This is an optimization exercise on Yosys and OpenROAD, whose aim is small area, a short achievable clock period and few clock cycles, not a production implementation. RTL that was checked went through simulation tests only; none was proved equivalent to the original. No activity file was given, so power comes from the tool's default toggle rates.

==> flow/design.v (excerpt) <==
module fdrd_stream (
    input  wire        clk,
    input  wire        rst,             
    input  wire        start,
    input  wire [11:0] frame_len,
    output wire        start_ready,
    input  wire        in_valid,
    input  wire [7:0]  in_data,
    output wire        in_ready,
    output reg         rec_valid,
    output wire [63:0] rec_ts,
    output wire [7:0]  rec_prio,
    output wire [31:0] rec_lon,
    output wire [31:0] rec_lat,
    output wire [15:0] rec_alt,
    output wire [15:0] rec_angle,
    output wire [7:0]  rec_sats,
    output wire [15:0] rec_speed,
    output wire [15:0] rec_event_io,
    output wire [15:0] rec_total_io,
    output wire [15:0] rec_cnt_1b,
    output wire [15:0] rec_cnt_2b,
    output wire [15:0] rec_cnt_4b,
    output wire [15:0] rec_cnt_8b,
    output wire [15:0] rec_cnt_nx,
    output wire [9:0]  rec_elem_first,
    output wire [10:0] rec_off,
    output wire [10:0] rec_len,
    output reg         elem_valid,
    output wire [15:0] elem_id,
    output wire [2:0]  elem_kind,
    output wire [7:0]  elem_rec,
    output wire [15:0] elem_vlen,
    output wire [10:0] elem_voff,
    output wire [63:0] elem_val,
    output reg         done,
    output reg  [2:0]  result,
    output wire [7:0]  anomaly,
    output wire [15:0] crc_calc,
    output wire [7:0]  ack,
    output wire [7:0]  rec_count,
    output wire [9:0]  elem_count,
    output wire [10:0] err_pos
);
For scale: roughly 550 flip-flops, about 550 I/O pins, about 22000 um^2 of cells after synthesis.
Settings: LEC_CHECK=0, CAP_MARGIN=20, CORE_MARGIN=2, CORE_UTILIZATION=55, SLEW_MARGIN=20; clock period 11.0 ns.
standard.sh (not shown) runs the stock make flow with config.mk's settings and CLKGATE_MAP_FILE= SYNTH_SCRIPT=/design/flow/synth_recipe.tcl, a recipe that flattens the netlist after the stock synthesis.
==> flow/flow/run.sh <==
#!/bin/bash
# Standard ORFS layout (unchanged synthesis, SDC and clock) with:
#  - timing repair aimed at a larger setup slack margin, so it keeps working
#    below the 11 ns clock;
#  - port buffers of the smallest buffer cell (every port is still buffered);
#  - a clock tree of clkbuf_16 with larger sink clusters and no dummy loads.
set -euo pipefail
CTS="-sink_clustering_enable -repair_clock_nets -sink_clustering_size 26 -sink_clustering_max_diameter 100 -buf_list sky130_fd_sc_hd__clkbuf_16 -dont_use_dummy_load"
bash standard.sh SETUP_SLACK_MARGIN=7.7 \
  "BUFFER_PORTS_ARGS=-buffer_cell sky130_fd_sc_hd__buf_1" \
  "CTS_ARGS=$CTS" finish > make_finish.log 2>&1
Testbench counts at the start, summed over its fixed seeds: cycles 92,202.
Then changed:
--- a/flow/flow/run.sh
+++ b/flow/flow/run.sh
@@ -8,3 +8,3 @@
 CTS="-sink_clustering_enable -repair_clock_nets -sink_clustering_size 26 -sink_clustering_max_diameter 100 -buf_list sky130_fd_sc_hd__clkbuf_16 -dont_use_dummy_load"
-bash standard.sh SETUP_SLACK_MARGIN=7.7 \
+bash standard.sh SETUP_SLACK_MARGIN=7.58 \
   "BUFFER_PORTS_ARGS=-buffer_cell sky130_fd_sc_hd__buf_1" \
CORE_ASPECT_RATIO = 0.35   (was not set)
Effect:
- The changed run finished clean
- design area went down by about 10%
- setup slack gains 280 ps
- via count went down by 6.6%
Then changed:
--- a/flow/flow/run.sh
+++ b/flow/flow/run.sh
@@ -8,3 +8,3 @@
 CTS="-sink_clustering_enable -repair_clock_nets -sink_clustering_size 26 -sink_clustering_max_diameter 100 -buf_list sky130_fd_sc_hd__clkbuf_16 -dont_use_dummy_load"
-bash standard.sh SETUP_SLACK_MARGIN=7.58 \
+bash standard.sh SETUP_SLACK_MARGIN=7.54 \
   "BUFFER_PORTS_ARGS=-buffer_cell sky130_fd_sc_hd__buf_1" \
CORE_UTILIZATION = 48   (was 55)
After rerunning: Design area rose slightly. Worst setup slack degrades by 8.0 ps. Wire length fell slightly. Clock skew goes down by 7.4 ps. Synthesized area stays the same. Synthesized cell count stays the same. Register-to-register slack got worse by 20 ps. Die area went up by about a fifth. Worst hold slack got worse by 15 ps. First-iteration DRC count increases by a few percent.
Then changed:
--- a/flow/flow/run.sh
+++ b/flow/flow/run.sh
@@ -8,3 +8,3 @@
 CTS="-sink_clustering_enable -repair_clock_nets -sink_clustering_size 26 -sink_clustering_max_diameter 100 -buf_list sky130_fd_sc_hd__clkbuf_16 -dont_use_dummy_load"
-bash standard.sh SETUP_SLACK_MARGIN=7.54 \
+bash standard.sh SETUP_SLACK_MARGIN=7.5 \
   "BUFFER_PORTS_ARGS=-buffer_cell sky130_fd_sc_hd__buf_1" \
CORE_ASPECT_RATIO = 3   (was 0.35)
CORE_UTILIZATION = 55   (was 48)
What happened:
- sequential share of layout area is higher by 0.47 points
- total power goes down by 0.56%
- sequential power barely changes
- core utilization rose by 7.5 points
- wire length came out higher by about 9%
- synthesized area does not change
- worst setup slack degrades by 50 ps


== v33 ==
fdrd_stream, a different RTL version from the one above (not shown whole).
Size in the first run: roughly 540 flip-flops.
Settings: LEC_CHECK=0, CAP_MARGIN=20, CORE_MARGIN=2, CORE_UTILIZATION=40, SLEW_MARGIN=20; clock period 11.0 ns.
==> flow/flow/run.sh <==
#!/bin/bash
# Standard ORFS layout, with timing repair aimed at a slack of 7 ns below the
# 11 ns clock (the SDC and clock are unchanged).
set -euo pipefail
bash standard.sh SETUP_SLACK_MARGIN=7 finish > make_finish.log 2>&1
Testbench counts of v33, summed over its fixed seeds: cycles 92,202.
Input changes introduced in v16 (baseline for comparison: v33):
==> flow/run.sh (new file) <==
#!/bin/bash
# synth_recipe.tcl (not shown) runs the flow's synth.tcl, then flattens the netlist and writes it again
# the make line also repeats each setting of config.mk as NAME=value (left out here)
make -C /OpenROAD-flow-scripts/flow DESIGN_CONFIG=/design/flow/config.mk WORK_HOME=/design/flow/orfs CLKGATE_MAP_FILE= SYNTH_SCRIPT=/design/flow/synth_recipe.tcl finish
removed: flow/flow/run.sh
removed: flow/standard.sh
[summary]
Number of gates resized after cts sits lower in v16 than in v33.
In the flow results for v33 and v16, the signed area change from the synthesized netlist to the final layout is smaller on v16.
Power after layout grows slightly when moving from v33 to v16.
v16 ends up with a global routing usage on met1 that is 0.60 points higher than in v33.
The leading cell type in the layout, fill and taps excluded comes out edfxtp_1 in one run and clkdlybuf4s50_1 in the other, namely in v33 and v16 respectively.
Run comparison: v33 slowest cell on the critical path edfxtp_1; v16 slowest cell on the critical path clkinv_1
Design area was lower in v16 than in v33.
Against v33, fmax in v16 came out worse.
v33 → v16: minimum period implied by the final worst setup slack grew by 1370 ps, number of placed cells counting well taps held steady, portion of total power attributed to sequential cells shrank by 0.7 points, count of placed standard cells in the final layout, fillers left out shrank by 55.
What v32 does differently from v16 at the input level:
==> flow/flow/run.sh (new file) <==
#!/bin/bash
# Standard ORFS layout, with timing repair aimed at a slack of 8 ns below the
# 11 ns clock (the SDC and clock are unchanged).
set -euo pipefail
bash standard.sh SETUP_SLACK_MARGIN=8 finish > make_finish.log 2>&1
==> flow/standard.sh (new file) <==
#!/bin/bash
# synth_recipe.tcl (not shown) runs the flow's synth.tcl, then flattens the netlist and writes it again
# the make line also repeats each setting of config.mk as NAME=value (left out here)
make -C /OpenROAD-flow-scripts/flow DESIGN_CONFIG=/design/flow/config.mk WORK_HOME=/design/flow/orfs CLKGATE_MAP_FILE= SYNTH_SCRIPT=/design/flow/synth_recipe.tcl "${@:-finish}"
removed: flow/run.sh
--- outcome ---
v32: PASS, flow complete, no timing, DRC or antenna violations. The final reports for v32 and v16 show part of the power in registers lower in the former. Comparing v16 and v32, final-stage net count is higher on v32. Changes observed in v32 relative to v16: first-pass GRT wire length shows an increase of 7.7%; final cell count shows an increase of 363; signed area change from the synthesized netlist to the final layout shows an increase of 10 points; transition at the pin with the smallest max-transition slack shows a reduction of 170 ps. v32 vs v16, cell with the biggest individual delay on the critical path: edfxtp_1 vs clkinv_1. Relative to v16, register-to-register slack has increased by 1180 ps in v32. Sequential power: v16 vs v32 — no meaningful difference. v32 supports a higher top clock frequency than v16.


build 57:
RTL: one of the versions met above, not the one the previous note started from.
Size in the first run: about 1500 cells after synthesis, about 550 I/O pins, about 22000 µm² of cells after synthesis.
Settings: LEC_CHECK=0, CAP_MARGIN=20, CORE_MARGIN=2, CORE_UTILIZATION=55, GPL_TIMING_DRIVEN=1, SLEW_MARGIN=20; clock period 11.0 ns.
==> flow/flow/run.sh <==
#!/bin/bash
# Standard ORFS layout (unchanged synthesis, SDC and clock) with:
#  - timing repair aimed at a larger setup slack margin, so it keeps working
#    below the 11 ns clock;
#  - port buffers of the smallest buffer cell (every port is still buffered);
#  - a clock tree of clkbuf_16 with larger sink clusters and no dummy loads.
set -euo pipefail
CTS="-sink_clustering_enable -repair_clock_nets -sink_clustering_size 26 -sink_clustering_max_diameter 100 -buf_list sky130_fd_sc_hd__clkbuf_16 -dont_use_dummy_load"
bash standard.sh SETUP_SLACK_MARGIN=7.6 \
  "BUFFER_PORTS_ARGS=-buffer_cell sky130_fd_sc_hd__buf_1" \
  "CTS_ARGS=$CTS" finish > make_finish.log 2>&1
Testbench counts of build 57, summed over its fixed seeds: cycles 92,202.
Input-level comparison between build 75 and build 57:
# build 57
export LEC_CHECK = 0
export CAP_MARGIN = 20
export CORE_MARGIN = 2
export CORE_UTILIZATION = 55
export GPL_TIMING_DRIVEN = 1
export SLEW_MARGIN = 20
create_clock -name core_clock -period 11.0 [get_ports {clk}]
# build 75
export LEC_CHECK = 0
export CAP_MARGIN = 20
export CORE_ASPECT_RATIO = 0.35
export CORE_MARGIN = 2
export CORE_UTILIZATION = 42
export SLEW_MARGIN = 20
create_clock -name core_clock -period 11.0 [get_ports {clk}]
diff --git a/flow/flow/run.sh b/flow/flow/run.sh
--- a/flow/flow/run.sh
+++ b/flow/flow/run.sh
@@ -9 +9 @@
-bash standard.sh SETUP_SLACK_MARGIN=7.6 \
+bash standard.sh SETUP_SLACK_MARGIN=7.58 \
==> summary.txt <==
- Build 75 against build 57: deepest clock path buffer count stayed essentially flat; non-clock buffer count lower.
- Largest net degree at the start of global routing (build 75 over build 57): decrease, about 60%
- There was hardly any difference in internal portion of total power between build 57 and build 75.
- Sort build 75 and build 57 by clock share of power asc -> top: build 57
- Summary of build 75 over build 57: number of multi-input combinational cells in the layout ~0 delta; number of cells traversed by the worst register-to-register path shows a reduction of 2.
- Fraction of the cycle the final worst path needs is lower on build 75
The following lists how build 17 was set up differently from build 75:
# build 75
export LEC_CHECK = 0
export CAP_MARGIN = 20
export CORE_ASPECT_RATIO = 0.35
export CORE_MARGIN = 2
export CORE_UTILIZATION = 42
export SLEW_MARGIN = 20
create_clock -name core_clock -period 11.0 [get_ports {clk}]
# build 17
export LEC_CHECK = 0
export CAP_MARGIN = 20
export CORE_ASPECT_RATIO = 0.35
export CORE_MARGIN = 2
export CORE_UTILIZATION = 55
export SLEW_MARGIN = 20
create_clock -name core_clock -period 11.0 [get_ports {clk}]
diff --git a/flow/flow/run.sh b/flow/flow/run.sh
--- a/flow/flow/run.sh
+++ b/flow/flow/run.sh
@@ -9 +9 @@
-bash standard.sh SETUP_SLACK_MARGIN=7.58 \
+bash standard.sh SETUP_SLACK_MARGIN=7.65 \
==> summary.txt <==
Build 17 vs build 75, end point of the critical path: rec_ts[12] vs elem_val[3]. Build 17 vs. build 75: routed length per placed instance went up by about 0.66%. Against build 75, build 17 reports a signed area change from the synthesized netlist to the final layout that is higher. | worst stage delay on the critical path | build 17 vs build 75 | 0.03 ns lower |. Build 75 -> build 17: clock network area share flat. Changes observed in build 17 relative to build 75: final critical delay including setup and external delays saw a decrease; clock skew saw an increase. Of the two values seen for startpoint of the worst setup timing path, sr1[140]$_DFFE_PP_ was produced by build 17 and acc[3]$_DFFE_PP_ by build 75. Setup TNS delta (build 75 -> build 17): insignificant.
diff inputs: build 17 => build 44
# build 17
export LEC_CHECK = 0
export CAP_MARGIN = 20
export CORE_ASPECT_RATIO = 0.35
export CORE_MARGIN = 2
export CORE_UTILIZATION = 55
export SLEW_MARGIN = 20
create_clock -name core_clock -period 11.0 [get_ports {clk}]
# build 44
export LEC_CHECK = 0
export CAP_MARGIN = 20
export CORE_ASPECT_RATIO = 0.25
export CORE_MARGIN = 2
export CORE_UTILIZATION = 48
export SLEW_MARGIN = 20
create_clock -name core_clock -period 11.0 [get_ports {clk}]
diff --git a/flow/flow/run.sh b/flow/flow/run.sh
--- a/flow/flow/run.sh
+++ b/flow/flow/run.sh
@@ -9 +9 @@
-bash standard.sh SETUP_SLACK_MARGIN=7.65 \
+bash standard.sh SETUP_SLACK_MARGIN=7.58 \
==> comparison <==
- The total routed wirelength in build 44 sits 1300 µm above the value recorded for build 17.
- Post-route clock period utilization for build 44: 0.50 points up relative to build 17
- Between build 44 and build 17, sum of internal, switching and leakage power is higher for build 44, build 17 comes in under that.
- Against build 17, count of routing violations after the opening detailed-route iteration in build 44 fell by more than 10%.
- elem_id[1] as the capturing instance or port of the critical path was reported by build 44, and rec_ts[12] by build 17.
- Build 44 ends up with a post-layout instance count excluding filler cells that is 14 higher than in build 17.
- Compared with build 17, in build 44 insertion delay to the later sink of the worst-skew pair increased 0.02 ns; clock power share now sits higher; initial antenna violation count fell by 2.
For build 1, these inputs were changed with respect to build 44:
# build 44
export LEC_CHECK = 0
export CAP_MARGIN = 20
export CORE_ASPECT_RATIO = 0.25
export CORE_MARGIN = 2
export CORE_UTILIZATION = 48
export SLEW_MARGIN = 20
create_clock -name core_clock -period 11.0 [get_ports {clk}]
# build 1
export LEC_CHECK = 0
export CAP_MARGIN = 20
export CORE_ASPECT_RATIO = 0.35
export CORE_MARGIN = 2
export CORE_UTILIZATION = 55
export SLEW_MARGIN = 20
create_clock -name core_clock -period 11.0 [get_ports {clk}]
diff --git a/flow/flow/run.sh b/flow/flow/run.sh
--- a/flow/flow/run.sh
+++ b/flow/flow/run.sh
@@ -9 +9 @@
-bash standard.sh SETUP_SLACK_MARGIN=7.58 \
+bash standard.sh SETUP_SLACK_MARGIN=7.5 \
### Flow results
For cell count, dividing the value from build 1 by the value from build 44 gives 0.946.
Summary of build 1 over build 44: final wirelength lower, power lower, cell area after technology mapping roughly the same, die area lower.
Build 44 vs build 1, most common cell after layout, fill and taps aside: sky130_fd_sc_hd__edfxtp_1 vs sky130_fd_sc_hd__buf_1


fdrd_stream, a different RTL version from the one above (not shown whole).
Size: ~1,600 cells after synthesis, ~550 I/O pins, roughly 22,000 sq um of cells after synthesis.
Settings: LEC_CHECK=0, CAP_MARGIN=20, CORE_ASPECT_RATIO=0.35, CORE_MARGIN=2, CORE_UTILIZATION=55, SLEW_MARGIN=20; clock period 11.0 ns.
==> flow/flow/run.sh <==
#!/bin/bash
# Standard ORFS layout (unchanged synthesis, SDC and clock) with:
#  - timing repair aimed at a larger setup slack margin, so it keeps working
#    below the 11 ns clock;
#  - port buffers of the smallest buffer cell (every port is still buffered);
#  - a clock tree of clkbuf_16 with larger sink clusters and no dummy loads.
set -euo pipefail
CTS="-sink_clustering_enable -repair_clock_nets -sink_clustering_size 26 -sink_clustering_max_diameter 100 -buf_list sky130_fd_sc_hd__clkbuf_16 -dont_use_dummy_load"
bash standard.sh SETUP_SLACK_MARGIN=7.58 \
  "BUFFER_PORTS_ARGS=-buffer_cell sky130_fd_sc_hd__buf_1" \
  "CTS_ARGS=$CTS" finish > make_finish.log 2>&1
Rerun with:
--- a/flow/flow/run.sh
+++ b/flow/flow/run.sh
@@ -9 +9 @@
-bash standard.sh SETUP_SLACK_MARGIN=7.58 \
+bash standard.sh SETUP_SLACK_MARGIN=7.5 \
The changed run went through all stages and came out clean.
Hold slack got worse by 0.0089 ns.
Critical path depth is unchanged.
Worst setup slack improved by 0.0084 ns.
Design area went down by 1.7%.
Die area is unchanged.
Register-to-register slack gets worse by 0.07 ns.
Total power is about the same.
Sequential cell count is unchanged.
Cell count falls by 1.3%.
Rerun with:
--- a/flow/config.mk
+++ b/flow/config.mk
@@ -9 +9 @@
-export CORE_ASPECT_RATIO = 0.35
+export CORE_ASPECT_RATIO = 0.25
=> Die area went up by 0.42%. Total power hardly moves. Design area is about the same. Clock skew went down by 0.030 ns. Non-clock buffer count shrinks by 2. Worst hold slack improved by 0.010 ns.
No run of this note included a check of the RTL's function; only the layout flow was run.

static timing again, ports no longer ideal:
No port has a modelled driver above. Below, the same layouts with a new extraction and two added sets of constraints. Step 1 sets driving cells, clkbuf_16 on the clock port and buf_2 on the other inputs (assumed; they add their load-dependent delay and slew). Step 2 also shifts input and output timing later by t, the mid clock arrival at the registers, as if the neighbouring blocks saw the same clock. Slacks: ideal ports / drivers / drivers and shift; pairs: ideal ports / drivers.
| run | t, ns | setup WS [ns] | worst setup path at the end | clock arrival spread, ns | slew at the worst register clock pin (ns) |
|---|---|---|---|---|---|
| the first run of note 1 | 0.597 | 7.321 / 7.265 / 7.506 | input to register | 0.075 / 0.074 | 0.11 / 0.11 |
| the second run of note 1 | 0.593 | 7.601 / 7.543 / 7.236 | input to register | 0.081 / 0.081 | 0.12 / 0.12 |
| the third run of note 1 | 0.614 | 7.593 / 7.533 / 7.285 | input to register | 0.086 / 0.086 | 0.11 / 0.11 |
| the fourth run of note 1 | 0.632 | 7.543 / 7.477 / 6.981 | input to register | 0.065 / 0.064 | 0.11 / 0.11 |
| v33 | 0.669 | 6.970 / 6.906 / 6.668 | input to register | 0.017 / 0.016 | 0.06 / 0.06 |
| v16 | 0.669 | 5.595 / 5.635 / 4.966 | input to register | 0.027 / 0.027 | 0.07 / 0.07 |
| v32 | 0.657 | 6.917 / 6.853 / 6.662 | input to register | 0.021 / 0.021 | 0.07 / 0.07 |
| build 57 | 0.623 | 7.293 / 7.232 / 7.319 | input to register | 0.073 / 0.073 | 0.11 / 0.11 |
| build 75 | 0.606 | 7.572 / 7.517 / 7.290 | input to register | 0.098 / 0.098 | 0.11 / 0.11 |
| build 17 | 0.599 | 7.628 / 7.569 / 7.097 | input to register | 0.089 / 0.089 | 0.11 / 0.11 |
| build 44 | 0.626 | 7.573 / 7.510 / 7.358 | input to register | 0.090 / 0.090 | 0.12 / 0.12 |
| build 1 | 0.603 | 7.560 / 7.501 / 7.207 | input to register | 0.075 / 0.075 | 0.11 / 0.11 |
| the first run of note 4 | 0.610 | 7.555 / 7.496 / 7.065 | input to register | 0.095 / 0.095 | 0.11 / 0.11 |
| the second run of note 4 | 0.608 | 7.564 / 7.501 / 7.064 | input to register | 0.104 / 0.105 | 0.11 / 0.11 |
| the third run of note 4 | 0.608 | 7.556 / 7.489 / 7.065 | input to register | 0.100 / 0.100 | 0.11 / 0.11 |
After both steps every run listed still meets setup and hold. The setup slack of v16, which loses most, moves by +0.040 ns with the drivers and by -0.629 ns with both steps.
